This design comes from an exercise in tuning for small area, a short achievable clock period and few clock cycles on the open sky130 flow, not from production work.
Where RTL was checked, it was by simulation tests only, not by an equivalence proof against the original.
No functional check of the RTL was part of run 3.
Power is estimated from default activity; no workload was simulated.

`flow/config.mk`:
```
export PLATFORM = sky130hd
export DESIGN_NAME = ash_rx
export DESIGN_NICKNAME = ash_rx
export VERILOG_FILES = /design/flow/design.v
export SDC_FILE = /design/flow/constraint.sdc
export NUM_CORES = 4
export LEC_CHECK = 0
export ABC_AREA = 1
export CAP_MARGIN = 20
export CORE_MARGIN = 2
export CORE_UTILIZATION = 40
export SLEW_MARGIN = 20
```
`flow/constraint.sdc`:
```
create_clock -name core_clock -period 8.0 [get_ports {clk}]
set_input_delay 1.6000 -clock core_clock [delete_from_list [all_inputs] [get_ports {clk}]]
set_output_delay 1.6000 -clock core_clock [all_outputs]
set_load 0.01 [all_outputs]
```
`flow/design.v`:
```
module ash_rx (
    input  wire       clk,
    input  wire       rst,
    input  wire       in_valid,
    input  wire [7:0] in_byte,
    output wire       in_ready,
    output wire       out_valid,
    input  wire       out_ready,
    output wire [4:0] out_tag,
    output wire [7:0] out_data,
    output wire       out_last
);
    localparam integer N    = 128;         
    localparam integer RS   = 16;          
    localparam integer RSB  = 4;           
    localparam integer WS   = 16;          
    localparam integer WSB  = 4;           
    localparam integer NWT  = N / WS;
    localparam integer D    = 8;           
    localparam integer DB   = 3;           
    localparam [7:0] FLAG = 8'h7E, ESC = 8'h7D, XON = 8'h11, XOFF = 8'h13,
                     SUB  = 8'h18, CAN = 8'h1A;
    localparam [3:0] C_GOOD = 4'd0, C_BAD_ESCAPE = 4'd1, C_SHORT = 4'd2,
                     C_CRC = 4'd3, C_UNKNOWN = 4'd4, C_BAD_LENGTH = 4'd5,
                     C_BAD_VERSION = 4'd6, C_CANCEL = 4'd7, C_SUB = 4'd8,
                     C_XON = 4'd9, C_XOFF = 4'd10, C_OVERFLOW = 4'd11,
                     C_GOOD_FULL = 4'd15;
    localparam [4:0] T_BODY = 5'h07;
    function automatic is_reserved(input [7:0] b);
        is_reserved = (b == FLAG) || (b == ESC) || (b == XON) ||
                      (b == XOFF) || (b == SUB) || (b == CAN);
    endfunction
    function automatic is_mark(input [7:0] b);
        is_mark = (b == FLAG) || (b == XON) || (b == XOFF) ||
                  (b == SUB) || (b == CAN);
    endfunction
    function automatic [15:0] crc16_byte(input [15:0] c_in, input [7:0] b);
        integer k;
        reg [15:0] c;
        begin
            c = c_in ^ {b, 8'h00};
            for (k = 0; k < 8; k = k + 1)
                c = c[15] ? ((c << 1) ^ 16'h1021) : (c << 1);
            crc16_byte = c;
        end
    endfunction
    function automatic [7:0] lfsr_step(input [7:0] r);
        lfsr_step = (r >> 1) ^ (r[0] ? 8'hB8 : 8'h00);
    endfunction
    function automatic [4:0] hdr_tag(input [7:0] c);
        if (!c[7])                 hdr_tag = 5'h01;
        else if (c[6:5] == 2'b00)  hdr_tag = 5'h02;
        else if (c[6:5] == 2'b01)  hdr_tag = 5'h03;
        else if (c[1:0] == 2'b00)  hdr_tag = 5'h04;
        else if (c[1:0] == 2'b01)  hdr_tag = 5'h05;
        else                       hdr_tag = 5'h06;
    endfunction
    reg [7:0] ring [0:N-1];
    reg        pv, sv;
    reg        rdy;             
    reg [7:0]  pb, sb;
    reg        b_flag, b_can, b_sub, b_xo, b_esc, is_data;    
    reg        need_slot;       
    reg        need_q;          
    reg        discard;
    reg        in_frame;        
    reg [7:0]  cnt;             
    reg [6:0]  wpos;            
    reg        al;              
    reg        ofull;           
    reg        esc_pend, esc_err;
    reg [2:0]  ulen;            
    reg [15:0] crc;
    reg        crc_ok;          
    reg        k_data, k_hdr, k_rstack, k_error;    
    reg        u1ok;            
    reg        fg;              
    reg [3:0]  q_ent [0:D-1];
    reg [DB:0] q_wp, q_rp;      
    reg        hv;              
    reg [3:0]  h_code;
    reg        h_good;
    reg        rbusy;           
    reg        rfull;           
    reg [6:0]  rpos;            
    reg [7:0]  rb;              
    reg        rb_mark, rb_esc;
    reg [6:0]  rwalk;           
    reg        resc;
    reg [1:0]  uj;              
    reg [7:0]  d1, d2;          
    reg        hdr;             
    reg        scr;             
    reg [7:0]  lfsr;
    reg        av;
    reg [4:0]  atag;
    reg [7:0]  adata;
    reg        alast;
    assign in_ready  = rdy;
    assign out_valid = av;
    assign out_tag   = atag;
    assign out_data  = adata;
    assign out_last  = alast;
    wire [7:0] nb       = sv ? sb : in_byte;      
    wire       full     = cnt[7];
    wire [7:0]  unesc   = pb ^ 8'h20;
    wire        u_valid = !esc_err && (esc_pend ? is_reserved(unesc) : !b_esc);
    wire [7:0]  u_byte  = esc_pend ? unesc : pb;
    wire [15:0] crc_nx  = crc16_byte(crc, u_byte);
    wire        esc_bad = esc_err || esc_pend;
    wire        lenok_n = (ulen == 3'd2) ? (k_data || k_hdr) :
                          (ulen == 3'd4) ? (k_data || (k_rstack && u1ok) || k_error) :
                          (ulen != 3'd0 && ulen != 3'd1) && k_data;
    wire        fg_n    = u_valid && (crc_nx == 16'h0000) && lenok_n;
    wire [3:0]  fcode   = esc_bad              ? C_BAD_ESCAPE :
                          (ulen < 3'd3)        ? C_SHORT :
                          !crc_ok              ? C_CRC :
                          k_data               ? C_GOOD :
                          k_hdr                ? ((ulen == 3'd3) ? C_GOOD : C_BAD_LENGTH) :
                          (k_rstack || k_error) ? ((ulen != 3'd5) ? C_BAD_LENGTH :
                                                   (k_rstack && !u1ok) ? C_BAD_VERSION : C_GOOD) :
                                                  C_UNKNOWN;
    wire        slot_ok  = al && !ofull;
    reg         q_room;          
    wire        go       = pv && (!need_slot || slot_ok) && (!need_q || q_room);
    wire        live     = go && !discard;
    wire        ev_flag  = live && b_flag && in_frame;
    wire        ev_drop  = live && (b_can || b_sub || (is_data && full) ||
                                    (b_flag && in_frame && !fg));
    wire        ev_app   = live && is_data && !full;
    wire        wr       = live && !full && (is_data || (b_flag && in_frame && fg));
    wire        push     = live && need_q;
    wire        ends_n    = ev_flag || ev_drop;
    wire        discard_n = (go && discard && b_flag) ? 1'b0 :
                            (ev_drop && !b_flag && !b_can) ? 1'b1 : discard;
    wire        in_frame_n = ends_n ? 1'b0 : (ev_app || in_frame);
    wire        full_n    = ends_n ? 1'b0 : ev_app ? (cnt == 8'd127) : full;
    wire        ld_p      = !pv || go;
    wire        c_flag    = ld_p ? (nb == FLAG) : b_flag;
    wire        c_ctl     = ld_p ? ((nb == FLAG) || (nb == CAN) || (nb == SUB) ||
                                    (nb == XON) || (nb == XOFF)) : !is_data;
    wire        need_slot_n = !discard_n && !full_n && (!c_ctl || (c_flag && in_frame_n));
    wire        need_q_n  = !discard_n && (c_flag ? in_frame_n : (c_ctl || full_n));
    wire        junk     = go && !in_frame && !is_data && slot_ok;
    wire        wr_any   = wr || junk;
    wire [3:0]  push_code = b_flag ? ((full && fg) ? C_GOOD_FULL : fcode) :
                            b_can  ? C_CANCEL :
                            b_sub  ? C_SUB :
                            b_xo   ? (pb[1] ? C_XOFF : C_XON) :
                                     C_OVERFLOW;
    wire [NWT-1:0] wtap = {{(NWT-1){1'b0}}, 1'b1} << wpos[6:WSB];
    wire        space   = !av || out_ready;
    wire        q_empty = q_wp == q_rp;
    wire        rhit    = rpos[RSB-1:0] == 0;
    wire [7:0]  rpre    = ring[{rpos[6:RSB], {(RSB-1){1'b0}}, 1'b1}];
    wire        rstep   = rbusy && space && rhit;
    wire        r_lead  = (uj == 2'd0) && !resc;
    wire        r_lastu = is_mark(rpre) || (rfull && rwalk == 7'd127);
    wire        r_end   = (rb_mark && !r_lead) || (rfull && rwalk == 7'd127);
    wire        r_escb  = !resc && rb_esc;
    wire [7:0]  r_u     = resc ? (rb ^ 8'h20) : rb;
    wire        r_emit  = rstep && !rb_mark && !r_escb && uj[1];
    wire        r_used  = ofull || (wpos != rpos);       
    wire        r_iskip = !rbusy && rhit && rb_mark && r_used;
    wire        r_adv   = rstep || r_iskip;
    wire        pop_idle  = !rbusy && hv && space;
    wire        pop_chain = rstep && r_end && hv && h_good;
    wire        pop = pop_idle || pop_chain;
    wire        e_diag  = pop_idle && !h_good;
    wire        ev      = r_emit || e_diag;
    wire [4:0]  etag    = e_diag ? ({1'b0, h_code} + 5'd7) :
                          hdr    ? hdr_tag(d2) : T_BODY;
    wire [7:0]  edata   = e_diag ? 8'h00 :
                          hdr    ? d2 : (d2 ^ (scr ? lfsr : 8'h00));
    wire        elast   = e_diag || r_lastu;
    wire        h_load  = !hv || pop;
    wire        q_in    = push && !(h_load && q_empty);      
    wire        q_out   = h_load && !q_empty;                
    wire [DB:0] q_wp_n  = q_in  ? q_wp + 1'b1 : q_wp;
    wire [DB:0] q_rp_n  = q_out ? q_rp + 1'b1 : q_rp;
    wire        q_room_n = (q_wp_n[DB-1:0] != q_rp_n[DB-1:0]) || (q_wp_n[DB] == q_rp_n[DB]);
    wire        occ127  = rpos == wpos + 7'd1;
    wire [6:0]  wpos_dr = wpos - cnt[6:0] - 7'd1;
    wire        r_empty = !ofull && (wpos == rpos) && !in_frame;
    wire        frz     = r_empty && !wr_any && al;
    wire [6:0]  wpos_n  = ev_drop ? wpos_dr : (wr_any || frz) ? wpos : (wpos - 7'd1);
    wire        al_n    = ev_drop ? (wpos_dr[WSB-1:0] == 0) :
                          (wr_any || frz) ? al : (wpos[WSB-1:0] == 1);
    wire        ofull_n = ev_drop ? (cnt == 8'd0 && ofull && !r_adv) :
                          wr_any  ? (r_adv ? ofull : occ127) :
                                    (ofull && !r_adv);
    integer i;
    always @(posedge clk) begin
        for (i = 0; i < N; i = i + 1) begin
            if ((i % WS) == WS - 1 && wr_any && wtap[((i + 1) % N) / WS])
                ring[i] <= pb;
            else
                ring[i] <= ring[(i + 1) % N];
        end
        if (push)        
            q_ent[q_wp[DB-1:0]] <= push_code;
        if (h_load) begin
            h_code <= q_empty ? push_code : q_ent[q_rp[DB-1:0]];
            h_good <= q_empty ? (push_code == C_GOOD || push_code == C_GOOD_FULL)
                              : (q_ent[q_rp[DB-1:0]] == C_GOOD ||
                                 q_ent[q_rp[DB-1:0]] == C_GOOD_FULL);
        end
        if (!pv || go) begin
            pb      <= nb;
            b_flag  <= nb == FLAG;
            b_can   <= nb == CAN;
            b_sub   <= nb == SUB;
            b_xo    <= (nb == XON) || (nb == XOFF);
            b_esc   <= nb == ESC;
            is_data <= !((nb == FLAG) || (nb == CAN) || (nb == SUB) ||
                         (nb == XON) || (nb == XOFF));
        end
        if (!sv)
            sb <= in_byte;
        rb      <= rpre;
        rb_mark <= is_mark(rpre);
        rb_esc  <= rpre == ESC;
    end
    always @(posedge clk) begin
        if (rst) begin
            pv       <= 1'b0;
            sv       <= 1'b0;
            rdy      <= 1'b1;
            discard  <= 1'b0;
            in_frame <= 1'b0;
            cnt      <= 8'd0;
            wpos     <= 7'd0;
            al       <= 1'b1;
            ofull    <= 1'b0;
            esc_pend <= 1'b0;
            esc_err  <= 1'b0;
            ulen     <= 3'd0;
            crc      <= 16'hFFFF;
            crc_ok   <= 1'b0;
            fg       <= 1'b0;
            k_data   <= 1'b0;
            k_hdr    <= 1'b0;
            k_rstack <= 1'b0;
            k_error  <= 1'b0;
            u1ok     <= 1'b0;
            q_wp     <= 0;
            q_rp     <= 0;
            q_room   <= 1'b1;
            need_slot <= 1'b0;
            need_q   <= 1'b0;
            hv       <= 1'b0;
            rbusy    <= 1'b0;
            rfull    <= 1'b0;
            rpos     <= 7'd0;
            rwalk    <= 7'd0;
            resc     <= 1'b0;
            uj       <= 2'd0;
            d1       <= 8'd0;
            d2       <= 8'd0;
            hdr      <= 1'b0;
            scr      <= 1'b0;
            lfsr     <= 8'h42;
            av       <= 1'b0;
            atag     <= 5'd0;
            adata    <= 8'd0;
            alast    <= 1'b0;
        end else begin
            if (!pv || go) begin
                pv  <= sv || in_valid;
                sv  <= 1'b0;
                rdy <= 1'b1;
            end else if (!sv) begin
                sv  <= in_valid;
                rdy <= !in_valid;
            end
            if (go && discard) begin
                if (b_flag) discard <= 1'b0;
            end
            if (ev_flag || ev_drop) begin
                in_frame <= 1'b0;
                cnt      <= 8'd0;
                esc_pend <= 1'b0;
                esc_err  <= 1'b0;
                ulen     <= 3'd0;
                crc      <= 16'hFFFF;
                crc_ok   <= 1'b0;
                fg       <= 1'b0;
                if (ev_drop && !b_flag && !b_can) discard <= 1'b1;
            end else if (ev_app) begin
                in_frame <= 1'b1;
                cnt      <= cnt + 8'd1;
                fg       <= fg_n;
                if (!esc_err) begin
                    if (esc_pend) begin
                        esc_pend <= 1'b0;
                        if (!u_valid) esc_err <= 1'b1;
                    end else if (b_esc)
                        esc_pend <= 1'b1;
                end
                if (u_valid) begin
                    if (ulen == 3'd0) begin
                        k_data   <= !u_byte[7];
                        k_hdr    <= u_byte[7] && (!u_byte[6] || u_byte == 8'hC0);
                        k_rstack <= u_byte == 8'hC1;
                        k_error  <= u_byte == 8'hC2;
                    end
                    if (ulen == 3'd1) u1ok <= (u_byte == 8'h02);
                    if (ulen != 3'd6) ulen <= ulen + 3'd1;
                    crc    <= crc_nx;
                    crc_ok <= crc_nx == 16'h0000;
                end
            end
            wpos  <= wpos_n;
            al    <= al_n;
            ofull <= ofull_n;
            q_wp   <= q_wp_n;
            q_rp   <= q_rp_n;
            q_room <= q_room_n;
            if (h_load)
                hv <= !q_empty || push;
            need_slot <= need_slot_n;
            need_q    <= need_q_n;
            if (space) begin
                av    <= ev;
                atag  <= etag;
                adata <= edata;
                alast <= elast;
            end
            if (r_emit) begin
                if (hdr) begin
                    hdr <= 1'b0;
                    scr <= !d2[7];
                end else
                    lfsr <= lfsr_step(lfsr);
            end
            if (!r_adv && !frz)
                rpos <= rpos - 7'd1;
            if (pop) begin
                rbusy <= h_good;
                rfull <= h_code == C_GOOD_FULL;
                rwalk <= 7'd0;
                resc  <= 1'b0;
                uj    <= 2'd0;
                hdr   <= 1'b1;
                lfsr  <= 8'h42;
            end else if (rstep) begin
                if (r_end)
                    rbusy <= 1'b0;
                if (!rb_mark) begin
                    rwalk <= rwalk + 7'd1;
                    if (r_escb)
                        resc <= 1'b1;
                    else begin
                        resc <= 1'b0;
                        d1   <= r_u;
                        d2   <= d1;
                        if (!uj[1]) uj <= uj + 2'd1;
                    end
                end
            end
        end
    end
endmodule
```
`flow/flow/run.sh`:
```
#!/bin/bash
# The standard layout (standard.sh: the standard synthesis and the ORFS
# steps to finish), with two changes: clock tree synthesis is run without
# dummy loads, and timing repair aims at a setup slack margin of 5.45 ns.
# Everything the steps print goes to standard.log here; ORFS keeps each
# step's own log under orfs/logs/.
set -euo pipefail
export CTS_ARGS="-sink_clustering_enable -repair_clock_nets -dont_use_dummy_load -sink_clustering_size 30 -sink_clustering_max_diameter 70"
export SETUP_SLACK_MARGIN=5.45
bash standard.sh > standard.log 2>&1
```
`flow/standard.sh`:
```
#!/bin/bash
# synth_recipe.tcl (not shown) runs the flow's synth.tcl, then flattens the netlist and writes it again
# the make line also repeats each setting of config.mk as NAME=value (left out here)
make -C /OpenROAD-flow-scripts/flow DESIGN_CONFIG=/design/flow/config.mk WORK_HOME=/design/flow/orfs CLKGATE_MAP_FILE= SYNTH_SCRIPT=/design/flow/synth_recipe.tcl "${@:-finish}"
```
==> key figures, run 1 <==
Outcome
  • Status: complete, no violations

Timing
  • Final setup viols: 0
  • Final setup margin: 5350 ps
  • Slew Limit Fails: 0
  • RSZ-0062 raised after global routing: true
  • Setup_tns: 0 ps
  • Rel. slew slack: 0.338
  • Crit share post-route: 0.331
  • Hold Slack: about 260 ps
  • Final hold viol count: 0
  • Tightest Pin Transition: 983 ps
  • Fmax: between 300 and 400 MHz
  • Max Clock Skew: 74.6 ps
  • Min Tclk post-route: ~2600 ps

Clocking
  • H-tree Lvls: 2
  • Post-CTS Hold Buffers: 0
  • Root Driver: clkbuf_16
  • CTS tree: built
  • Insertion delay to the later sink of the worst-skew pair: 650 ps
  • Total CTS buffers: between 50 and 60
  • CTS max path bufs: 3
  • Worst-path clk slew: around 100 ps
  • # clock sinks: about 1200

Power and ir drop
  • Power Total: approximately 12 mW
  • Sequential Power Share: 0.634
  • Power Internal: ~8.7 mW
  • Leakage power total: roughly 14 nW
  • Maximum vdd drop: 162 uV
  • PD cells: approximately 330 nW/um^2
  • Clock power frac: 0.244
  • Switching share of power: 0.254
  • Comb power frac: 0.122
  • Switching power: between 2 and 3 mW

Worst setup path
  • Max incr delay on CP: ~330 ps
  • Critical-path cell list: buf_6
  • CP Capture Type: primary output
  • Top delay family on crit path: flip-flops
  • CP arrival: approximately 1100 ps
  • Worst setup path category: flop to primary output
  • Slowest CP cell: dfxtp_2
  • Startpoint types: flop
  • WP buf/inv: 1
  • Max FO, Critical Path: 2
  • Data required, critical path: 6400 ps

Synthesis
  • YS warnings: 2
  • Top FF cell, synth: dfxtp_1
  • Average size of a mapped cell: roughly 13 um^2
  • Post-synth top area cell: dfxtp_1
  • Post-synth top area share: 0.740
  • Synth cell types: 63
  • Syn nets: ~2500
  • Async set-reset flop share out of synthesis: 0
  • Register area share after synthesis: 0.788
  • Cell Area, Synth: 31500 um^2
  • Gate count after technology mapping: 2511
  • Top cells by count, synth: dfxtp_1, nand2_1, inv_1
  • Seq cells post-synth: around 1200
  • Number of flops mapped to enable cells by yosys: 50
  • Most common cell in the netlist: dfxtp_1
  • Top post-synthesis cells by area: dfxtp_1, edfxtp_1, nand2_1

Floorplan
  • Die width: 285 um
  • Initial core utilization: 0.405
  • Core Rows: slightly above 100
  • Die Y: around 280 um
  • Die area: 81000 um^2
  • Core area: about 78000 um^2
  • Number of I/O pins: 28

Global routing
  • Total track usage: 0.128
  • Vias in the first global route: 15300
  • Total global routing overflow: 0
  • Initial antenna violation count: 1
  • First-pass GRT wire length: between 80 and 90 mm
  • Largest net degree at the start of global routing: between 50 and 60

Run
  • Max Cap Viol: 0

Placed design
  • DP Area: ~33000 um^2
  • Post-Place Setup Slack: between 4000 and 5000 ps
  • Number of port buffers: 27
  • Detailed Place HPWL: about 33 mm
  • Final GP Congestion: roughly 0.83

Detailed routing
  • Post-route DRC: 0
  • Final antenna-violating net count: 0
  • Drt initial violations: 950
  • Drt first pass iters: 5
  • Vias per cell: 4.45
  • Total Wirelength: approximately 53 mm
  • Drt wl/cell: approximately 15 um
  • Routed vias: roughly 16000

Final layout
  • P&R area growth vs syn: 10.7%
  • Layout net count: roughly 2600
  • Layout cells sized above 1: 0.116
  • Final Instance Area: around 35000 um^2

Worst hold path
  • Hold Crit Class: flop to flop
cells in the final DEF, fill, tap and decap left out, types with 7 or more instances in the layout:
master	n
inv_1	138
buf_4	43
nand3_1	83
edfxtp_1	50
nand2_2	24
clkbuf_16	52
xnor2_1	14
o21ai_1	44
nor2_4	7
ha_1	23
a21oi_1	97
nor2_1	132
o21ai_0	79
dfxtp_1	1144
o21ai_2	33
clkinvlp_4	11
nand4_1	14
inv_2	13
nand3_4	10
nor3_1	22
nand2_1	329
xor2_1	40
nand3_2	8
buf_6	17
o22ai_1	9
nor2_2	12
dfxtp_2	19
nand2_4	12
area by class of cell:
| cell class | instances | area, um^2 |
|---|---|---|
| Antenna cell | 1 | 2.50 |
| Clock buffer | 52 | 1300 |
| Fill cell | 6917 | 42800 |
| Inverter | 170 | 717 |
| Multi-Input combinational cell | 1077 | 6040 |
| Sequential cell | 1215 | 24900 |
| Tap cell | 1040 | 1300 |
| Timing Repair Buffer | 72 | 652 |
| Timing Repair inverter | 1 | 7.51 |
stage by stage:
| stage | std cells | util |
|---|---|---|
| 2_1_floorplan | 2511 | - |
| 3_3_place_gp | 3531 | 0.424 |
| 3_5_place_dp | 3531 | 0.424 |
| 4_1_cts | 3600 | 0.444 |
| 5_1_grt | 3627 | 0.449 |
| 6_report | 3628 | 0.449 |
final timing paths:
| check | from | endpoint | slack (ps) | cells past startpoint |
|---|---|---|---|---|
| worst max-delay path | rdy | in_ready | 5350 | 1 |
| worst min-delay path | ring[108][7] | ring[107][7] | 260 | 0 |
| worst max register to register | ulen[2] | h_code[2] | 5570 | 7 |
| worst min register to register | ring[108][7] | ring[107][7] | 260 | 0 |
what timing repair did:
action,4_1_cts,5_1_grt
endpoints found under the setup margin,130,78
pin swaps,11,22
resized for setup,131,48
buffers inserted,16,26
gates cloned,1,1
cell families (layout without fill, tap and decap cells):
| logic type | Yosys count | in the layout | synth area share |
|---|---|---|---|
| AOI/OAI and AO/OA | 309 | 309 | 0.0562 |
| xor gates and xnor gates | 54 | 54 | 0.0150 |
| adders and majority gates | 24 | 24 | 0.00977 |
| buffers and inverters | 220 | 295 | 0.0312 |
| DFF | 1215 | 1215 | 0.788 |
| muxes | 2 | 2 | 0.000635 |
| other | 0 | 1 | 0 |
| and+or+nand+nor | 687 | 688 | 0.0995 |
per-layer routing:
layer	global-route usage	up-vias	wire [um]
li1	-	8155	-
met1	0.185	7665	26900
met2	0.200	255	23300
met3	0.0189	77	1810
met4	0.0364	0	1140
met5	0	-	0
registers in the layout, indices dropped and copies added, names as in the netlist, 5 cells and up:
register and flops:
d1 8, rb 8, q_ent 32, atag 5, pb 8, adata 8
rwalk 7, d2 8, crc 16, cnt 8, sb 8, wpos 7
rpos 7, ring 1024, lfsr 8
power groups by stage:
| stage | combinational, mW | sequential, mW | clock (mW) |
|---|---|---|---|
| 2_1_floorplan | 1.05 | 7.31 | 0 |
| 3_3_place_gp | 1.29 | 7.46 | 0 |
| 6_report | 1.41 | 7.35 | 2.83 |
| 5_1_grt | 1.58 | 7.45 | 3.15 |
| 4_1_cts | 1.36 | 7.36 | 2.94 |
| 3_5_place_dp | 1.32 | 7.48 | 0 |
Testbench counts, summed over its fixed seeds: cycles 9,847.
==> run 2: changes to the inputs <==
--- a/flow/config.mk
+++ b/flow/config.mk
@@ -5,8 +5,7 @@
 export SDC_FILE = /design/flow/constraint.sdc
 export NUM_CORES = 4
 export LEC_CHECK = 0
-export ABC_AREA = 1
 export CAP_MARGIN = 20
 export CORE_MARGIN = 2
-export CORE_UTILIZATION = 40
+export CORE_UTILIZATION = 60
 export SLEW_MARGIN = 20
==> run 2 against run 1 <==
Still clean on timing, DRC and antenna. Synthesized area is 2.0% lower. First-iteration DRC count fell by 18%. Global-route usage grew 6.1 points. Sequential share of layout area rose by 1.0 points. Clock skew shrank 12 ps. Die area shrank 34%.
==> key figures, run 2 <==
Timing
  • Rel. slew slack: 0.241 (was 0.338)
  • RSZ-0062 raised after global routing: true (unchanged)
  • Max Clock Skew: 62.4 ps (was 74.6 ps)
  • Min Tclk post-route: 2640 ps (was 2650 ps)
  • Tightest Pin Transition: 1120 ps (was 983 ps)
  • Slew Limit Fails: 0 (unchanged)
  • Crit share post-route: 0.330 (was 0.331)
  • Final setup viols: 0 (unchanged)
  • Fmax: 378 MHz (about the same)
  • Final hold viol count: 0 (unchanged)
  • Setup_tns: 0 ps (unchanged)

Global routing
  • Initial antenna violation count: 0 (was 1)
  • Largest net degree at the start of global routing: 75 (was 54)
  • Total track usage: 0.189 (was 0.128)
  • Vias in the first global route: 14200 (was 15300)
  • Total global routing overflow: 0 (unchanged)
  • First-pass GRT wire length: 78.6 mm (was 82.9 mm)

Worst setup path
  • CP Capture Type: primary output (unchanged)
  • Worst setup path category: flop to primary output (unchanged)
  • Data required, critical path: 6400 ps (about the same)
  • Max FO, Critical Path: 2 (unchanged)
  • Max incr delay on CP: 340 ps (was 330 ps)
  • Top delay family on crit path: flip-flops (unchanged)
  • CP arrival: 1040 ps (was 1050 ps)
  • Slowest CP cell: dfxtp_2 (unchanged)
  • WP buf/inv: 1 (unchanged)
  • Startpoint types: flop (unchanged)
  • Critical-path cell list: buf_6 (unchanged)

Worst hold path
  • Hold Crit Class: flop to flop (unchanged)

Final layout
  • Layout net count: 2255 (was 2625)
  • Final core occ: 0.673 (was 0.449)
  • Layout cells sized above 1: 0.154 (was 0.116)
  • Register name with the most flops: ring (unchanged)
  • P&R area growth vs syn: 11.3% (was 10.7%)
  • Largest register FFs: 1024 (unchanged)
  • Most frequent cells in the layout: dfxtp_1, nor2_1, nand2_1 (was dfxtp_1, nand2_1, inv_1)
  • Most common cell after layout, fill and taps aside: dfxtp_1 (unchanged)
  • Diodes inserted: 0 (was 1)

Clocking
  • CTS max path bufs: 3 (unchanged)
  • Total CTS buffers: 50 (was 52)
  • Root Driver: clkbuf_16 (unchanged)
  • H-tree Lvls: 2 (unchanged)
  • CTS tree: built (unchanged)
  • Insertion delay to the later sink of the worst-skew pair: 630 ps (was 650 ps)
  • Post-CTS Hold Buffers: 0 (unchanged)
  • Worst-path clk slew: 90 ps (was 100 ps)
  • # clock sinks: 1215 (unchanged)

Synthesis
  • Top post-synthesis cells by area: dfxtp_1, edfxtp_1, mux2_2 (was dfxtp_1, edfxtp_1, nand2_1)
  • Post-synth top area cell: dfxtp_1 (unchanged)
  • Syn nets: 2149 (was 2547)
  • Cell Area, Synth: 30900 um^2 (was 31500 um^2)
  • Average size of a mapped cell: 14.6 um^2 (was 12.6 um^2)
  • Gate count after technology mapping: 2113 (was 2511)
  • Top FF cell, synth: dfxtp_1 (unchanged)
  • Most common cell in the netlist: dfxtp_1 (unchanged)
  • Number of flops mapped to enable cells by yosys: 50 (unchanged)
  • Top cells by count, synth: dfxtp_1, nor2_1, nand2_1 (was dfxtp_1, nand2_1, inv_1)
  • Seq cells post-synth: 1215 (unchanged)
  • Register area share after synthesis: 0.804 (was 0.788)
  • Async set-reset flop share out of synthesis: 0 (unchanged)
  • YS warnings: 2 (unchanged)
  • Synth cell types: 76 (was 63)
  • Post-synth top area share: 0.755 (was 0.740)

Detailed routing
  • Drt initial violations: 777 (was 950)
  • Routed vias: 14500 (was 16200)
  • Final antenna-violating net count: 0 (unchanged)
  • Vias per cell: 5.00 (was 4.45)
  • Total Wirelength: 49.6 mm (was 53.1 mm)
  • Drt first pass iters: 5 (unchanged)
  • Drt wl/cell: 17.1 um (was 14.6 um)
  • Post-route DRC: 0 (unchanged)

Floorplan
  • Number of I/O pins: 28 (unchanged)
  • Die area: 53300 um^2 (was 81000 um^2)
  • Initial core utilization: 0.604 (was 0.405)
  • Core Rows: 83 (was 102)
  • Core area: 51100 um^2 (was 77700 um^2)
  • Die Y: 231 um (was 285 um)
  • Die width: 231 um (was 285 um)

Placed design
  • Number of port buffers: 27 (unchanged)
  • Final GP Congestion: 0.812 (was 0.832)
  • Detailed Place HPWL: 29.8 mm (was 33.3 mm)

Power and ir drop
  • PD cells: 315 nW/um^2 (was 332 nW/um^2)
  • Maximum vdd drop: 312 uV (was 162 uV)
  • Leakage power total: 13.4 nW (was 13.8 nW)

Run
  • Max Cap Viol: 0 (unchanged)

Outcome
  • Status: complete, no violations (unchanged)
==> run 2: cell types whose count changed after synthesis, sizes merged, moves of 14 or more <==
cell / previous run / this run
nand3: 100 / 26
nor2: 152 / 125
o21ai: 156 / 44
mux2i: 2 / 40
a21oi: 101 / 42
clkbuf: 19 / 43
o211ai: 6 / 20
inv: 167 / 45
xnor2: 14 / 58
mux2: 0 / 63
nand2: 366 / 88
==> run 2: power by group <==
| group | switching, mW | total (mW) | internal, mW |
|---|---|---|---|
| logic | 0.476 | 0.861 | 0.385 |
| registers | 0.298 | 7.19 | 6.89 |
| clock network | 1.65 | 2.77 | 1.12 |
| total | 2.42 | 10.8 | 8.40 |
==> run 2: cell type report <==
class,count,area (um^2)
clock buffers,50,1250
inverters,46,176
repair buffers,118,1180
well taps,680,851
multi-input cells,788,6060
flip-flops and latches,1215,24900
fillers,3708,16700
==> run 2: repair_timing <==
action                                  CTS  global route
pin swaps                                22            14
endpoints found under the setup margin  168           110
gates resized for setup                 165            39
gates cloned                              4             0
setup buffers                            55            23
==> run 2: cells by family (layout without fill, tap and decap cells) <==
kind of cell | Yosys count | count (layout) | share of synthesized area
mux | 115 | 115 | 0.0447
fa+ha+maj | 24 | 24 | 0.00997
compound gates | 192 | 192 | 0.0419
flops | 1215 | 1215 | 0.804
simple gates | 363 | 363 | 0.0585
xor+xnor | 94 | 94 | 0.0267
buf+inv | 110 | 214 | 0.0143
==> run 2: worst paths after layout <==
kind | endpoint | slack [ps] | from | depth (start not counted)
worst max-delay path | out_last | 5360 | alast | 1
worst max register to register | k_rstack | 5460 | pb[6] | 10
worst min-delay path | ring[98][1] | 310 | ring[99][1] | 0
worst min register to register | ring[98][1] | 310 | ring[99][1] | 0
==> run 2: routing by layer <==
| metal | part of all wire | up-vias | global-route usage |
|---|---|---|---|
| met1 | 0.50 | 7031 | 0.278 |
| li1 | - | 7188 | - |
| met2 | 0.44 | 173 | 0.291 |
| met4 | 0.027 | 0 | 0.0617 |
| met5 | 0 | - | 0 |
| met3 | 0.031 | 87 | 0.0252 |
==> run 2: per-stage QoR <==
stage,total power [mW],instance area [um^2],hold WS [ps],worst slack [ps],std cells
after CTS,10.9,34000,303,5310,2874
final,10.8,34400,308,5360,2897
after detailed placement,8.07,31900,312,3650,2765
after global placement,8.05,31900,310,3740,2765
after global routing,11.3,34400,312,5310,2897
after floorplan,7.77,31000,310,4830,2113
==> run 3: changes to the inputs <==
--- a/flow/design.v
+++ b/flow/design.v
@@ -13,8 +13,8 @@
     localparam integer N    = 128;         
     localparam integer RS   = 16;          
     localparam integer RSB  = 4;           
-    localparam integer WS   = 16;          
-    localparam integer WSB  = 4;           
+    localparam integer WS   = 32;          
+    localparam integer WSB  = 5;           
     localparam integer NWT  = N / WS;
     localparam integer D    = 8;           
     localparam integer DB   = 3;           
--- a/flow/config.mk
+++ b/flow/config.mk
@@ -7,5 +7,5 @@
 export LEC_CHECK = 0
 export CAP_MARGIN = 20
 export CORE_MARGIN = 2
-export CORE_UTILIZATION = 60
+export CORE_UTILIZATION = 40
 export SLEW_MARGIN = 20
==> run 3 against run 2 <==
Via count shrank 2.5%. Power fell by 1.2%. Highest routed layer is now met5. Core utilization fell by 22 points. Non-clock buffer count fell by 17. Synthesized area is 1.2% lower. Still clean. Register-to-register slack better by 60 ps. Critical path type is now input pin to flop.
==> key figures, run 3 <==
Worst setup path
  • Startpoint types: input pin (was flop)
  • WP buf/inv: 3 (was 1)
  • CP Capture Type: flop (was primary output)
  • Critical-path cell list: buf_8 > nor2b_4 > buf_12 > o21ai_2 > a41oi_4 > inv_4 > mux2_4 > or3_1 > a21boi_1 > o2111ai_1 (was buf_6)
  • Data required, critical path: 8460 ps (was 6400 ps)
  • Worst setup path category: input pin to flop (was flop to primary output)
  • Max FO, Critical Path: 4 (was 2)
  • Top delay family on crit path: compound AO/OA/AOI/OAI gates (was flip-flops)
  • RR Startpoint: rpos[0] (was pb[6])
  • CP arrival: 3160 ps (was 1040 ps)
  • Max incr delay on CP: 310 ps (was 340 ps)
  • Setup crit start: out_ready (was alast)
  • Slowest CP cell: mux2_4 (was dfxtp_2)

Power and ir drop
  • Power Total: 10.7 mW (was 10.8 mW)
  • Maximum vdd drop: 203 uV (was 312 uV)
  • PD cells: 312 nW/um^2 (was 315 nW/um^2)
  • Leakage power total: 13.2 nW (was 13.4 nW)

Placed design
  • Dpl cells: 3010 (was 2765)
  • Post-Place Setup Slack: 3880 ps (was 3650 ps)
  • Detailed Place HPWL: 29.2 mm (was 29.8 mm)
  • DP Area: 32000 um^2 (was 31900 um^2)
  • Number of port buffers: 27 (unchanged)
  • Final GP Congestion: 0.794 (was 0.812)

Detailed routing
  • Drt first pass iters: 5 (unchanged)
  • Routed vias: 14100 (was 14500)
  • Vias per cell: 4.51 (was 5.00)
  • Drt initial violations: 721 (was 777)
  • Post-route DRC: 0 (unchanged)
  • Drt wl/cell: 15.3 um (was 17.1 um)
  • Final antenna-violating net count: 0 (unchanged)
  • Total Wirelength: 48.0 mm (was 49.6 mm)

Final layout
  • Layout cells sized above 1: 0.144 (was 0.154)
  • Most frequent cells in the layout: dfxtp_1, nor2_1, nand2_1 (unchanged)
  • Final Instance Area: 34300 um^2 (was 34400 um^2)
  • Largest register FFs: 1024 (unchanged)
  • Multi-input logic area: 5700 um^2 (was 6060 um^2)
  • FILL cells: 6601 (was 3708)
  • Most common cell after layout, fill and taps aside: dfxtp_1 (unchanged)
  • FF+latch area: 24900 um^2 (unchanged)
  • P&R area growth vs syn: 12.3% (was 11.3%)
  • Register name with the most flops: ring (unchanged)
  • Layout net count: 2185 (was 2255)
  • Final Non-Filler Cells: 3126 (was 2897)
  • Final core occ: 0.453 (was 0.673)

Synthesis
  • Register area share after synthesis: 0.814 (was 0.804)
  • Cell Area, Synth: 30500 um^2 (was 30900 um^2)
  • Post-synth top area share: 0.765 (was 0.755)
  • Average size of a mapped cell: 14.9 um^2 (was 14.6 um^2)
  • Gate count after technology mapping: 2047 (was 2113)
  • Number of flops mapped to enable cells by yosys: 50 (unchanged)
  • Seq cells post-synth: 1215 (unchanged)
  • YS warnings: 2 (unchanged)
  • Async set-reset flop share out of synthesis: 0 (unchanged)
  • Most common cell in the netlist: dfxtp_1 (unchanged)
  • Top FF cell, synth: dfxtp_1 (unchanged)
  • Syn nets: 2083 (was 2149)
  • Post-synth top area cell: dfxtp_1 (unchanged)
  • Synth cell types: 79 (was 76)
  • Top cells by count, synth: dfxtp_1, nor2_1, nand2_1 (unchanged)
  • Top post-synthesis cells by area: dfxtp_1, edfxtp_1, xnor2_1 (was dfxtp_1, edfxtp_1, mux2_2)

Timing
  • Fmax: 370 MHz (was 378 MHz)
  • Hold Slack: 273 ps (was 308 ps)
  • Setup_tns: 0 ps (unchanged)
  • Crit share post-route: 0.338 (was 0.330)
  • Min Tclk post-route: 2700 ps (was 2640 ps)
  • RSZ-0062 raised after global routing: true (unchanged)
  • Final setup margin: 5300 ps (was 5360 ps)
  • Final hold viol count: 0 (unchanged)
  • Final setup viols: 0 (unchanged)
  • Max Clock Skew: 76.0 ps (was 62.4 ps)
  • Rel. slew slack: 0.355 (was 0.241)
  • Slew Limit Fails: 0 (unchanged)
  • Tightest Pin Transition: 955 ps (was 1120 ps)

Worst hold path
  • HP Start: ring[11][6] (was ring[99][1])
  • Hold Crit Class: flop to flop (unchanged)

Global routing
  • Total track usage: 0.122 (was 0.189)
  • Initial antenna violation count: 1 (was 0)
  • First-pass GRT wire length: 76.2 mm (was 78.6 mm)
  • Largest net degree at the start of global routing: 70 (was 75)
  • Total global routing overflow: 0 (unchanged)
  • Vias in the first global route: 13900 (was 14200)

Outcome
  • Status: complete, no violations (unchanged)

Clocking
  • # clock sinks: 1215 (unchanged)
  • Worst-path clk slew: 100 ps (was 90 ps)
  • Insertion delay to the later sink of the worst-skew pair: 630 ps (about the same)
  • Total CTS buffers: 51 (was 50)
  • Post-CTS Hold Buffers: 0 (unchanged)
  • CTS max path bufs: 3 (unchanged)
  • CTS tree: built (unchanged)
  • Root Driver: clkbuf_16 (unchanged)
  • H-tree Lvls: 2 (unchanged)

Floorplan
  • Die area: 78500 um^2 (was 53300 um^2)
  • Core Rows: 101 (was 83)
  • Die width: 280 um (was 231 um)
  • Initial core utilization: 0.403 (was 0.604)
  • Die Y: 280 um (was 231 um)
  • Number of I/O pins: 28 (unchanged)
  • Core area: 75700 um^2 (was 51100 um^2)

Run
  • Max Cap Viol: 0 (unchanged)
-- run 3: cells by family after synthesis --
logic type / Yosys count / synth area share
multiplexers: 97 / 0.0393
AND/OR/NAND/NOR: 326 / 0.0529
flip-flops: 1215 / 0.814
XOR/XNOR: 95 / 0.0275
buffers and inverters: 104 / 0.0137
AO/OA/AOI/OAI: 186 / 0.0423
adder cells (fa/ha/maj): 24 / 0.0101
-- run 3: what timing repair did --
item                       CTS  global route
cloned                       2             1
buffers inserted            43            18
resized for setup          163            59
pin swaps                   15            19
setup endpoints to repair  119            76
-- run 3: report_power, final --
group          internal [mW]  switching, mW
logic                  0.415          0.520
clock network           1.14           1.66
registers               6.70          0.244
-- run 3: path summary, 6_finish.rpt --
check	to	slack, ps	cells after the start
worst min register to register	ring[10][6]	270	0
worst max-delay path	q_room	5300	10
worst min-delay path	ring[10][6]	270	0
worst max register to register	q_room	5520	10
-- run 3: area by class of cell --
class	instances	area share
flip-flops and latches	1215	0.726
multi-input cells	728	0.166
clock buffers	51	0.0373
well taps	978	0.0357
repair buffers	101	0.0290
inverters	52	0.00599
diodes	1	0.0000731
-- run 3: metal layers --
metal	global-route usage	vias to the layer above	share of wire
met5	0	-	0.00031
met4	0.0343	2	0.020
met3	0.0201	71	0.040
met2	0.182	202	0.42
met1	0.183	6877	0.52
li1	-	6959	-
==> run 4: changes to the inputs <==
--- a/flow/design.v
+++ b/flow/design.v
@@ -178,7 +178,10 @@
     wire        q_out   = h_load && !q_empty;                
     wire [DB:0] q_wp_n  = q_in  ? q_wp + 1'b1 : q_wp;
     wire [DB:0] q_rp_n  = q_out ? q_rp + 1'b1 : q_rp;
-    wire        q_room_n = (q_wp_n[DB-1:0] != q_rp_n[DB-1:0]) || (q_wp_n[DB] == q_rp_n[DB]);
+    wire [DB:0] q_wp_p1 = q_wp + 1'b1;
+    wire        q_almost = (q_wp_p1[DB-1:0] == q_rp[DB-1:0]) && (q_wp_p1[DB] != q_rp[DB]);
+    wire        q_room_n = (q_in && !q_out) ? !q_almost :
+                           (q_out && !q_in) ? 1'b1 : q_room;
     wire        occ127  = rpos == wpos + 7'd1;
     wire [6:0]  wpos_dr = wpos - cnt[6:0] - 7'd1;
     wire        r_empty = !ofull && (wpos == rpos) && !in_frame;
==> run 4 against run 3 <==
Die area is 0.92% higher. Maximum frequency is 0.31% lower. Count of clock-buffer cells in the layout unchanged. Setup slack got worse by 8.4 ps. Clock skew is 4.3 ps lower. Combinational power rose by about 10%. Cell area increased by 0.74%. Critical path type is now flop to primary output. Largest power group unchanged.
==> key figures, run 4 <==
Outcome
  • Status: complete, no violations (unchanged)

Final layout
  • Layout cells sized above 1: 0.140 (was 0.144)
  • FILL cells: 6689 (was 6601)
  • Layout net count: 2187 (was 2185)
  • Final Non-Filler Cells: 3180 (was 3126)
  • Most common cell after layout, fill and taps aside: dfxtp_1 (unchanged)
  • Most frequent cells in the layout: dfxtp_1, nor2_1, nand2_1 (unchanged)
  • Largest register FFs: 1024 (unchanged)
  • P&R area growth vs syn: 12.1% (was 12.3%)
  • Register name with the most flops: ring (unchanged)

Synthesis
  • Gate count after technology mapping: 2057 (was 2047)
  • Top post-synthesis cells by area: dfxtp_1, edfxtp_1, xnor2_1 (unchanged)
  • Most common cell in the netlist: dfxtp_1 (unchanged)
  • Seq cells post-synth: 1218 (was 1215)
  • Combinational family with the most area after synthesis: simple AND/OR/NAND/NOR gates (unchanged)
  • Top FF cell, synth: dfxtp_1 (unchanged)
  • Synthesized-area fraction occupied by adder cells: 0.0104 (was 0.0101)
  • Top cells by count, synth: dfxtp_1, nor2_1, nand2_1 (unchanged)
  • Post-synth top area cell: dfxtp_1 (unchanged)
  • Synth Area in Compound Gates: 0.0431 (was 0.0423)
  • Cell Area, Synth: 30800 um^2 (was 30500 um^2)
  • Async set-reset flop share out of synthesis: 0 (unchanged)
  • Number of flops mapped to enable cells by yosys: 50 (unchanged)
  • Post-synthesis mux area share: 0.0431 (was 0.0394)
  • Post-synth top area share: 0.760 (was 0.765)
  • YS warnings: 2 (unchanged)
  • Syn nets: 2094 (was 2083)
  • Average size of a mapped cell: 15.0 um^2 (was 14.9 um^2)
  • Simple-gate portion of the synthesized area: 0.0569 (was 0.0529)
  • Register area share after synthesis: 0.808 (was 0.814)
  • Synth Area in XOR/XNOR: 0.0250 (was 0.0275)
  • Synth cell types: 88 (was 79)

Floorplan
  • Die area: 79200 um^2 (was 78500 um^2)
  • Die Y: 281 um (was 280 um)
  • Initial core utilization: 0.405 (was 0.403)
  • Number of I/O pins: 28 (unchanged)
  • Core area: 76100 um^2 (was 75700 um^2)
  • Core Rows: 101 (unchanged)
  • Die width: 281 um (was 280 um)

Timing
  • Rel. slew slack: 0.339 (was 0.355)
  • RSZ-0062 raised after global routing: true (unchanged)
  • Hold Slack: 274 ps (was 273 ps)
  • Fmax: 369 MHz (was 370 MHz)
  • Min Tclk post-route: 2710 ps (was 2700 ps)
  • Setup_tns: 0 ps (unchanged)
  • Tightest Pin Transition: 988 ps (was 955 ps)
  • Max Clock Skew: 71.7 ps (was 76.0 ps)
  • Final hold viol count: 0 (unchanged)
  • Final setup viols: 0 (unchanged)
  • Slew Limit Fails: 0 (unchanged)
  • Crit share post-route: 0.339 (was 0.338)

Global routing
  • Total global routing overflow: 0 (unchanged)
  • Total track usage: 0.122 (about the same)
  • Largest net degree at the start of global routing: 81 (was 70)
  • Initial antenna violation count: 6 (was 1)
  • First-pass GRT wire length: 75.8 mm (was 76.2 mm)
  • Vias in the first global route: 13900 (about the same)

Placed design
  • Final GP Congestion: 0.865 (was 0.794)
  • Dpl cells: 3065 (was 3010)
  • Detailed Place HPWL: 30.0 mm (was 29.2 mm)
  • Number of port buffers: 27 (unchanged)

Worst setup path
  • Slowest CP cell: dfxtp_4 (was mux2_4)
  • Critical-path cell list: buf_6 (was buf_8 > nor2b_4 > buf_12 > o21ai_2 > a41oi_4 > inv_4 > mux2_4 > or3_1 > a21boi_1 > o2111ai_1)
  • Max incr delay on CP: 360 ps (was 310 ps)
  • Max FO, Critical Path: 2 (was 4)
  • WP buf/inv: 1 (was 3)
  • Startpoint types: flop (was input pin)
  • Data required, critical path: 6400 ps (was 8460 ps)
  • CP Capture Type: primary output (was flop)
  • CP arrival: 1110 ps (was 3160 ps)
  • Worst setup path category: flop to primary output (was input pin to flop)
  • Top delay family on crit path: flip-flops (was compound AO/OA/AOI/OAI gates)
  • R2r setup slk: 5530 ps (was 5520 ps)

Clocking
  • H-tree Lvls: 2 (unchanged)
  • Insertion delay to the later sink of the worst-skew pair: 640 ps (was 630 ps)
  • Worst-path clk slew: 100 ps (about the same)
  • CTS max path bufs: 3 (unchanged)
  • Post-CTS Hold Buffers: 0 (unchanged)
  • Total CTS buffers: 51 (unchanged)
  • # clock sinks: 1218 (was 1215)
  • CTS tree: built (unchanged)
  • Root Driver: clkbuf_16 (unchanged)

Power and ir drop
  • Maximum vdd drop: 178 uV (was 203 uV)
  • Leakage power total: 13.1 nW (was 13.2 nW)
  • Power Internal: 8.36 mW (was 8.26 mW)
  • Sequential Power Share: 0.647 (was 0.650)
  • Switching share of power: 0.231 (was 0.227)
  • Comb power frac: 0.095 (was 0.088)
  • Clock power frac: 0.258 (was 0.263)
  • PD cells: 315 nW/um^2 (was 312 nW/um^2)
  • Switching power: 2.51 mW (was 2.43 mW)

Detailed routing
  • Final antenna-violating net count: 0 (unchanged)
  • Drt first pass iters: 5 (unchanged)
  • Routed vias: 14100 (about the same)
  • Post-route DRC: 0 (unchanged)
  • Vias per cell: 4.43 (was 4.51)
  • Drt wl/cell: 15.1 um (was 15.3 um)
  • Total Wirelength: 48.1 mm (was 48.0 mm)
  • Drt initial violations: 870 (was 721)

Run
  • Max Cap Viol: 0 (unchanged)

Worst hold path
  • Hold Crit Class: flop to flop (unchanged)
[run 4: cell count changes in the layout (fill, tap and decap cells not counted), sizes merged, moves of 11 or more]
cell	change
o21ai	-13
nand2b	+12
inv	-11
nand3	+11
xor2	-11
[run 4: final cells by class]
type | count | area [um^2] | share of cell area
sequential | 1218 | 24900 | 0.722
antenna | 2 | 5.00 | 0.000145
tap | 1030 | 1290 | 0.0373
timing repair buffer | 99 | 952 | 0.0276
clock buffer | 51 | 1280 | 0.0370
multi-input combinational | 741 | 5910 | 0.171
inverter | 39 | 149 | 0.00431
[run 4: logic make-up (layout without fill, tap and decap cells)]
family / Yosys count / count (layout)
flops: 1218 / 1218
simple gates: 345 / 345
compound gates: 176 / 176
mux: 107 / 107
buf+inv: 98 / 189
xor+xnor: 88 / 88
fa+ha+maj: 25 / 25
other cells: 0 / 2
[run 4: timing repair]
| item | CTS | global route |
|---|---|---|
| endpoints found under the setup margin | 167 | 82 |
| pin swaps | 17 | 12 |
| gates resized for setup | 162 | 40 |
| cloned | 0 | 2 |
| buffers inserted | 39 | 21 |
[run 4: path summary, 6_finish.rpt]
kind | start | end | depth (start not counted)
min | ring[95][0] | ring[94][0] | 0
min reg2reg | ring[95][0] | ring[94][0] | 0
max | alast | out_last | 1
max reg2reg | pv | ring[31][7] | 8
[run 4: power groups by stage]
stage	logic (mW)	clock network (mW)	registers [mW]
floorplan	0.738	0	7.01
global placement	0.897	0	7.16
detailed placement	0.911	0	7.17
CTS	0.984	2.92	7.05
global route	1.12	3.12	7.10
finish	1.03	2.80	7.03
[run 4: routing by layer]
| metal | global-route usage | vias up | part of all wire |
|---|---|---|---|
| li1 | - | 6996 | - |
| met3 | 0.0254 | 83 | 0.048 |
| met2 | 0.181 | 226 | 0.41 |
| met5 | 0 | - | 0.00050 |
| met4 | 0.0443 | 4 | 0.030 |
| met1 | 0.176 | 6787 | 0.51 |
[run 4: per-stage QoR]
| step | power [mW] | instance area (um^2) | setup WS, ps | util |
|---|---|---|---|---|
| 2_1_floorplan | 7.74 | 30900 | 4820 | - |
| 3_3_place_gp | 8.05 | 32300 | 3650 | 0.424 |
| 3_5_place_dp | 8.08 | 32300 | 3540 | 0.424 |
| 4_1_cts | 10.9 | 34200 | 5240 | 0.449 |
| 5_1_grt | 11.3 | 34500 | 5240 | 0.454 |
| 6_report | 10.9 | 34500 | 5290 | 0.454 |
Testbench counts of run 4, summed over its fixed seeds: cycles 9,879.
==> run 5: changes to the inputs <==
--- a/flow/config.mk
+++ b/flow/config.mk
@@ -5,6 +5,7 @@
 export SDC_FILE = /design/flow/constraint.sdc
 export NUM_CORES = 4
 export LEC_CHECK = 0
+export ABC_AREA = 1
 export CAP_MARGIN = 20
 export CORE_MARGIN = 2
 export CORE_UTILIZATION = 40
==> run 5 against run 4 <==
Combinational power increased by 17%. Power up 2.2%. Maximum frequency up 1.2%. First-iteration DRC count up 28%. Largest cell class unchanged.
==> key figures, run 5 <==
Synthesis
  • Number of flops mapped to enable cells by yosys: 50 (unchanged)
  • Synth Area in Compound Gates: 0.0485 (was 0.0431)
  • Synthesized-area fraction occupied by adder cells: 0.0103 (was 0.0104)
  • Average size of a mapped cell: 12.3 um^2 (was 15.0 um^2)
  • Seq cells post-synth: 1218 (unchanged)
  • Post-synth top area cell: dfxtp_1 (unchanged)
  • Register area share after synthesis: 0.797 (was 0.808)
  • Synth cell types: 52 (was 88)
  • Post-synthesis mux area share: 0 (was 0.0431)
  • Post-synth top area share: 0.749 (was 0.760)
  • Top FF cell, synth: dfxtp_1 (unchanged)
  • Synth Area in XOR/XNOR: 0.0146 (was 0.0250)
  • Async set-reset flop share out of synthesis: 0 (unchanged)
  • Simple-gate portion of the synthesized area: 0.101 (was 0.0569)
  • YS warnings: 2 (unchanged)
  • Most common cell in the netlist: dfxtp_1 (unchanged)
  • Syn nets: 2566 (was 2094)
  • Cell Area, Synth: 31200 um^2 (was 30800 um^2)
  • Top post-synthesis cells by area: dfxtp_1, nand2_1, edfxtp_1 (was dfxtp_1, edfxtp_1, xnor2_1)
  • Top cells by count, synth: dfxtp_1, nand2_1, inv_1 (was dfxtp_1, nor2_1, nand2_1)
  • Combinational family with the most area after synthesis: simple AND/OR/NAND/NOR gates (unchanged)
  • Gate count after technology mapping: 2529 (was 2057)

Detailed routing
  • Max layer used: met4 (was met5)
  • Total Wirelength: 51.6 mm (was 48.1 mm)
  • Drt wl/cell: 14.2 um (was 15.1 um)
  • Vias per cell: 4.42 (was 4.43)
  • Final antenna-violating net count: 0 (unchanged)
  • WL met1: 25.5 mm (was 24.5 mm)
  • Routed vias: 16100 (was 14100)
  • Drt initial violations: 1114 (was 870)
  • Met2 wire length: 22.7 mm (was 19.8 mm)
  • Post-route DRC: 0 (unchanged)
  • WL met3: 2.08 mm (was 2.31 mm)
  • Drt first pass iters: 7 (was 5)

Clocking
  • Worst-path clk slew: 100 ps (about the same)
  • # clock sinks: 1218 (unchanged)
  • Post-CTS Hold Buffers: 0 (unchanged)
  • H-tree Lvls: 2 (unchanged)
  • Insertion delay to the later sink of the worst-skew pair: 650 ps (was 640 ps)
  • CTS max path bufs: 3 (unchanged)
  • Root Driver: clkbuf_16 (unchanged)
  • Total CTS buffers: 52 (was 51)
  • CTS tree: built (unchanged)

Worst setup path
  • Max incr delay on CP: 370 ps (was 360 ps)
  • Top delay family on crit path: flip-flops (unchanged)
  • Data required, critical path: 6400 ps (about the same)
  • RR Startpoint: rpos[4] (was pv)
  • Max FO, Critical Path: 2 (unchanged)
  • Startpoint types: flop (unchanged)
  • Critical-path cell list: buf_6 (unchanged)
  • Setup crit start: alast (unchanged)
  • CP arrival: 1080 ps (was 1110 ps)
  • Worst setup path category: flop to primary output (unchanged)
  • CP Capture Type: primary output (unchanged)
  • WP buf/inv: 1 (unchanged)
  • Slowest CP cell: dfxtp_2 (was dfxtp_4)

Global routing
  • First-pass GRT wire length: 81.4 mm (was 75.8 mm)
  • Initial antenna violation count: 1 (was 6)
  • Vias in the first global route: 15600 (was 13900)
  • Largest net degree at the start of global routing: 54 (was 81)
  • Total global routing overflow: 0 (unchanged)
  • Total track usage: 0.125 (was 0.122)

Placed design
  • DP Area: 32700 um^2 (was 32300 um^2)
  • Final GP Congestion: 0.844 (was 0.865)
  • Number of port buffers: 27 (unchanged)
  • Detailed Place HPWL: 34.1 mm (was 30.0 mm)
  • Dpl cells: 3558 (was 3065)

Outcome
  • Status: complete, no violations (unchanged)

Worst hold path
  • HP Start: ring[88][6] (was ring[95][0])
  • Hold Crit Class: flop to flop (unchanged)

Timing
  • RSZ-0062 raised after global routing: true (unchanged)
  • Crit share post-route: 0.335 (was 0.339)
  • Final setup viols: 0 (unchanged)
  • Setup_tns: 0 ps (unchanged)
  • Max Clock Skew: 94.2 ps (was 71.7 ps)
  • Rel. slew slack: 0.522 (was 0.339)
  • Tightest Pin Transition: 712 ps (was 988 ps)
  • Hold Slack: 289 ps (was 274 ps)
  • Slew Limit Fails: 0 (unchanged)
  • Final hold viol count: 0 (unchanged)
  • Fmax: 373 MHz (was 369 MHz)
  • Min Tclk post-route: 2680 ps (was 2710 ps)

Final layout
  • Largest register FFs: 1024 (unchanged)
  • Most common cell after layout, fill and taps aside: dfxtp_1 (unchanged)
  • Final Non-Filler Cells: 3642 (was 3180)
  • Final Instance Area: 34500 um^2 (about the same)
  • Register name with the most flops: ring (unchanged)
  • Layout net count: 2638 (was 2187)
  • Final core occ: 0.446 (was 0.454)
  • FILL cells: 6985 (was 6689)
  • P&R area growth vs syn: 10.5% (was 12.1%)
  • Layout cells sized above 1: 0.0858 (was 0.140)
  • Most frequent cells in the layout: dfxtp_1, nand2_1, inv_1 (was dfxtp_1, nor2_1, nand2_1)

Power and ir drop
  • Sequential Power Share: 0.636 (was 0.647)
  • Leakage power total: 14.0 nW (was 13.1 nW)
  • Power Internal: 8.35 mW (was 8.36 mW)
  • Comb power frac: 0.109 (was 0.095)
  • Maximum vdd drop: 188 uV (was 178 uV)
  • PD cells: 322 nW/um^2 (was 315 nW/um^2)
  • Switching share of power: 0.248 (was 0.231)
  • Switching power: 2.75 mW (was 2.51 mW)
  • Clock power frac: 0.256 (was 0.258)

Run
  • Max Cap Viol: 0 (unchanged)

Floorplan
  • Core Rows: 102 (was 101)
  • Die Y: 283 um (was 281 um)
  • Core area: 77300 um^2 (was 76100 um^2)
  • Die width: 283 um (was 281 um)
  • Die area: 80300 um^2 (was 79200 um^2)
  • Initial core utilization: 0.404 (was 0.405)
  • Number of I/O pins: 28 (unchanged)
-- run 5: cell count changes in the layout (fill, tap and decap cells not counted), moves of 42 or more --
cell,before,now
nand2_1,74,384
xnor2_1,64,10
inv_1,34,165
mux2_2,42,0
nand3_1,27,76
a21oi_1,34,89
o21ai_0,19,134
mux2i_1,42,0
-- run 5: final cells by class --
cell class | instances | area (um^2) | area share
Timing Repair Buffer | 56 | 527 | 0.0153
Sequential cell | 1218 | 24900 | 0.722
Antenna cell | 3 | 7.51 | 0.000218
Timing Repair inverter | 1 | 7.51 | 0.000218
Tap cell | 1040 | 1300 | 0.0377
Inverter | 185 | 744 | 0.0216
Clock buffer | 52 | 1300 | 0.0377
Multi-Input combinational cell | 1087 | 5690 | 0.165
-- run 5: worst paths after layout --
path                       to  slack [ps]  cells after the start
setup / recovery     out_last        5320                      1
hold / removal    ring[87][6]         290                      0
setup reg to reg        alast        5630                     13
hold reg to reg   ring[87][6]         290                      0
-- run 5: logic make-up after synthesis --
family / after synthesis
AND/OR/NAND/NOR: 728
adder cells (fa/ha/maj): 25
XOR/XNOR: 52
AO/OA/AOI/OAI: 282
buffers and inverters: 224
flip-flops: 1218
-- run 5: power groups by stage --
stage	logic [mW]	registers, mW	clock network (mW)
global placement	1.10	7.17	0
finish	1.21	7.06	2.84
CTS	1.17	7.07	2.94
detailed placement	1.14	7.19	0
floorplan	0.895	7.05	0
global route	1.35	7.13	3.14
-- run 5: worst register-to-register path, stage by stage, from the launching register on --
cell and delay (ps):
dfxtp_4 470, inv_1 200, nand3_1 160, clkinvlp_4 250
nand2_1 120, o21ai_1 190, nor2_1 300, nand2_1 120
nand3_1 90, nor2_1 50, nand2_1 110, nand3_1 100
nand2_1 70, inv_1 30
-- run 5: layer usage --
metal | global-route usage | vias to the layer above
met5 | 0 | -
met4 | 0.0407 | 0
met1 | 0.179 | 7613
met3 | 0.0200 | 82
met2 | 0.195 | 255
li1 | - | 8156
-- run 5: per-stage QoR --
step	setup WS, ps	total power, mW
global placement	4150	8.27
global route	5290	11.6
finish	5320	11.1
detailed placement	4020	8.33
CTS	5280	11.2
floorplan	5090	7.94
-- run 5: what timing repair did --
action / in CTS / in global routing
buffers inserted: 13 / 15
resized for setup: 125 / 58
setup endpoints to repair: 128 / 65
gates cloned: 1 / 0
pin swaps: 8 / 20
==> run 6: changes to the inputs <==
--- a/flow/config.mk
+++ b/flow/config.mk
@@ -8,5 +8,5 @@
 export ABC_AREA = 1
 export CAP_MARGIN = 20
 export CORE_MARGIN = 2
-export CORE_UTILIZATION = 40
+export CORE_UTILIZATION = 70
 export SLEW_MARGIN = 20
==> run 6 against run 5 <==
Largest power group unchanged. Routed wire length grew 8.0%. Global-route usage grew 12 points. Cell count shrank 12%. Register-to-register slack lost 160 ps. Highest routed layer unchanged. Core utilization grew 32 points. Combinational power is essentially flat. Non-clock buffer count grew 5. Cell area shrank 1.7%. Synthesized area is the same. Power grew 0.19%. Sequential share of layout area grew 1.3 points. Die area shrank 42%.
==> key figures, run 6 <==
Clocking
  • CTS max path bufs: 3 (unchanged)
  • CTS tree: built (unchanged)
  • H-tree Lvls: 2 (unchanged)
  • Worst-path clk slew: 100 ps (about the same)
  • Root Driver: clkbuf_16 (unchanged)
  • Total CTS buffers: 50 (was 52)
  • Insertion delay to the later sink of the worst-skew pair: 620 ps (was 650 ps)
  • # clock sinks: 1218 (unchanged)

Worst hold path
  • Hold endpoint: ring[66][7] (was ring[87][6])
  • HP Start: ring[67][7] (was ring[88][6])
  • Hold path depth: 0 (unchanged)
  • Hold Crit Class: flop to flop (unchanged)

Worst setup path
  • CP arrival: 1040 ps (was 1080 ps)
  • R2r setup slk: 5470 ps (was 5630 ps)
  • Worst reg2reg path depth: 13 (unchanged)
  • Worst setup path category: flop to primary output (unchanged)
  • Data required, critical path: 6400 ps (about the same)
  • Startpoint types: flop (unchanged)
  • Top delay family on crit path: flip-flops (unchanged)
  • Max FO, Critical Path: 2 (unchanged)
  • CP Capture Type: primary output (unchanged)
  • Reg-to-reg endpoint: alast (unchanged)
  • WP buf/inv: 1 (unchanged)
  • RR Startpoint: rpos[4] (unchanged)
  • Max incr delay on CP: 360 ps (was 370 ps)
  • Slowest CP cell: dfxtp_2 (unchanged)
  • Critical-path cell list: buf_6 (unchanged)

Detailed routing
  • Drt first pass iters: 5 (was 7)
  • Drt wl/cell: 17.5 um (was 14.2 um)
  • Post-route DRC: 0 (unchanged)
  • Drt initial violations: 1266 (was 1114)
  • Total Wirelength: 55.8 mm (was 51.6 mm)
  • Vias per cell: 5.14 (was 4.42)
  • Routed vias: 16400 (was 16100)
  • Final antenna-violating net count: 0 (unchanged)

Power and ir drop
  • Maximum vdd drop: 254 uV (was 188 uV)
  • Power Internal: 8.31 mW (was 8.35 mW)
  • Sequential Power Share: 0.638 (was 0.636)
  • Clock power frac: 0.253 (was 0.256)
  • Switching power: 2.81 mW (was 2.75 mW)
  • Leakage power total: 14.0 nW (about the same)
  • Comb power frac: 0.109 (about the same)
  • PD cells: 328 nW/um^2 (was 322 nW/um^2)
  • Switching share of power: 0.253 (was 0.248)

Synthesis
  • Average size of a mapped cell: 12.3 um^2 (unchanged)
  • Most common cell in the netlist: dfxtp_1 (unchanged)
  • Post-synth top area cell: dfxtp_1 (unchanged)
  • Top post-synthesis cells by area: dfxtp_1, nand2_1, edfxtp_1 (unchanged)
  • Top cells by count, synth: dfxtp_1, nand2_1, inv_1 (unchanged)
  • Register area share after synthesis: 0.797 (unchanged)
  • Cell Area, Synth: 31200 um^2 (unchanged)
  • Synthesized-area fraction occupied by adder cells: 0.0103 (unchanged)
  • Top FF cell, synth: dfxtp_1 (unchanged)
  • Synth cell types: 52 (unchanged)
  • Async set-reset flop share out of synthesis: 0 (unchanged)
  • Number of flops mapped to enable cells by yosys: 50 (unchanged)
  • Post-synthesis mux area share: 0 (unchanged)
  • Seq cells post-synth: 1218 (unchanged)
  • Gate count after technology mapping: 2529 (unchanged)
  • Synth Area in XOR/XNOR: 0.0146 (unchanged)
  • Combinational family with the most area after synthesis: simple AND/OR/NAND/NOR gates (unchanged)
  • Synth Area in Compound Gates: 0.0485 (unchanged)
  • YS warnings: 2 (unchanged)
  • Syn nets: 2566 (unchanged)
  • Simple-gate portion of the synthesized area: 0.101 (unchanged)
  • Post-synth top area share: 0.749 (unchanged)

Floorplan
  • Core Rows: 77 (was 102)
  • Core area: 44100 um^2 (was 77300 um^2)
  • Die width: 215 um (was 283 um)
  • Number of I/O pins: 28 (unchanged)
  • Die Y: 215 um (was 283 um)
  • Initial core utilization: 0.708 (was 0.404)
  • Die area: 46300 um^2 (was 80300 um^2)

Final layout
  • Most common cell after layout, fill and taps aside: dfxtp_1 (unchanged)
  • Layout cells sized above 1: 0.0865 (was 0.0858)
  • Most frequent cells in the layout: dfxtp_1, nand2_1, inv_1 (unchanged)
  • Layout net count: 2641 (was 2638)
  • Largest register FFs: 1024 (unchanged)
  • Diodes inserted: 0 (was 3)
  • Register name with the most flops: ring (unchanged)
  • FF+latch area: 24900 um^2 (about the same)
  • Multi-input logic area: 5700 um^2 (was 5690 um^2)
  • FILL cells: 2662 (was 6985)
  • P&R area growth vs syn: 8.59% (was 10.5%)
  • Final Non-Filler Cells: 3194 (was 3642)
  • Final Instance Area: 33900 um^2 (was 34500 um^2)

Run
  • Max Cap Viol: 0 (unchanged)

Timing
  • Final setup margin: 5360 ps (was 5320 ps)
  • Tightest Pin Transition: 985 ps (was 712 ps)
  • Rel. slew slack: 0.336 (was 0.522)
  • RSZ-0062 raised after global routing: true (unchanged)
  • Fmax: 379 MHz (was 373 MHz)
  • Final setup viols: 0 (unchanged)
  • Slew Limit Fails: 0 (unchanged)
  • Setup_tns: 0 ps (unchanged)
  • Min Tclk post-route: 2640 ps (was 2680 ps)
  • Final hold viol count: 0 (unchanged)
  • Crit share post-route: 0.330 (was 0.335)
  • Hold Slack: 270 ps (was 289 ps)
  • Max Clock Skew: 77.8 ps (was 94.2 ps)

Placed design
  • Detailed Place HPWL: 34.3 mm (was 34.1 mm)
  • DP Area: 32100 um^2 (was 32700 um^2)
  • Number of port buffers: 27 (unchanged)
  • Final GP Congestion: 0.838 (was 0.844)
  • Post-Place Setup Slack: 3780 ps (was 4020 ps)
  • Dpl cells: 3109 (was 3558)

Global routing
  • Vias in the first global route: 16200 (was 15600)
  • First-pass GRT wire length: 87.1 mm (was 81.4 mm)
  • Largest net degree at the start of global routing: 54 (unchanged)
  • Total global routing overflow: 0 (unchanged)
  • Total track usage: 0.241 (was 0.125)
  • Initial antenna violation count: 4 (was 1)

Outcome
  • Status: complete, no violations (unchanged)
==> run 6: worst max path at each step <==
stage / startpoint / end / slack [ps] / depth (start not counted)
2_1_floorplan: out_ready / q_room / 5090 / 12
3_3_place_gp: rst / cnt[1] / 3810 / 6
3_5_place_dp: rst / cnt[0] / 3780 / 6
4_1_cts: atag[3] / out_tag[3] / 5330 / 1
5_1_grt: rpos[4] / alast / 5310 / 13
6_report: atag[3] / out_tag[3] / 5360 / 1
==> run 6: cell families (layout without fill, tap and decap cells) <==
group           count (synthesis)  after routing
flops                        1218           1218
simple gates                  728            728
compound gates                282            282
buf+inv                       224            297
xor+xnor                       52             52
fa+ha+maj                      25             25
==> run 6: power by group through the flow <==
stage                     clock network (mW)  logic [mW]  registers, mW
after floorplan                            0       0.895           7.05
after global placement                     0        1.09           7.17
after detailed placement                   0        1.14           7.21
after CTS                               2.86        1.18           7.10
after global routing                    3.05        1.36           7.16
final                                   2.81        1.22           7.10
==> run 6: cell type report <==
type / count / area share
clock buffer: 50 / 0.0369
timing repair inverter: 1 / 0.000148
inverter: 185 / 0.0214
sequential: 1218 / 0.735
tap: 592 / 0.0218
timing repair buffer: 61 / 0.0167
multi-input combinational: 1087 / 0.168
==> run 6: per-layer routing <==
| metal | up-vias | wire length (um) | GRT usage | part of all wire |
|---|---|---|---|---|
| met5 | - | 0 | 0 | 0 |
| met4 | 0 | 1470 | 0.0722 | 0.026 |
| met3 | 110 | 2610 | 0.0357 | 0.047 |
| met2 | 398 | 26400 | 0.395 | 0.47 |
| met1 | 7774 | 25300 | 0.336 | 0.45 |
| li1 | 8136 | - | - | - |
==> run 6: stage by stage <==
stage	utilization	power (mW)
after floorplan	-	7.94
after detailed placement	0.728	8.34
after CTS	0.762	11.1
final	0.768	11.1
after global routing	0.768	11.6
after global placement	0.728	8.27
==> run 6: timing repair <==
action / 4_1_cts / 5_1_grt
hold buffers: 0 / 0
setup endpoints to repair: 130 / 51
pin swaps: 9 / 23
buffers inserted: 18 / 16
resized for setup: 123 / 54
cloned: 1 / 0

[afterwards: timing with drivers on the ports]
In the flow no input, the clock included, has a driving cell. The finished layouts below were timed again as built, in two steps. Step 1 sets driving cells, clkbuf_16 on the clock port and buf_2 on the other inputs (assumed; they add their load-dependent delay and slew). Step 2 times the ports against the registers' clock, not the clock port: input delays grow and output delays shrink by t, the midpoint of the rising clock arrivals with the driver on. Slacks: ideal / step 1 / step 2; pairs: ideal / step 1.
run	shift t [ns]	setup WS [ns]	worst slew at a driven data input, ns	cell pins on the clock port's net
run 1	0.666	5.353 / 5.291 / 4.860	0.04	1
run 2	0.657	5.358 / 5.299 / 4.728	0.06	1
run 3	0.639	5.299 / 5.271 / 4.670	0.06	1
run 4	0.665	5.291 / 5.231 / 4.779	0.09	1
run 5	0.662	5.322 / 5.260 / 4.882	0.05	1
run 6	0.639	5.358 / 5.300 / 4.854	0.04	1
After both steps setup and hold are still met in every run listed. For run 2, which loses most, drivers alone change the setup slack by -0.059 ns; drivers and shift together by -0.630 ns.
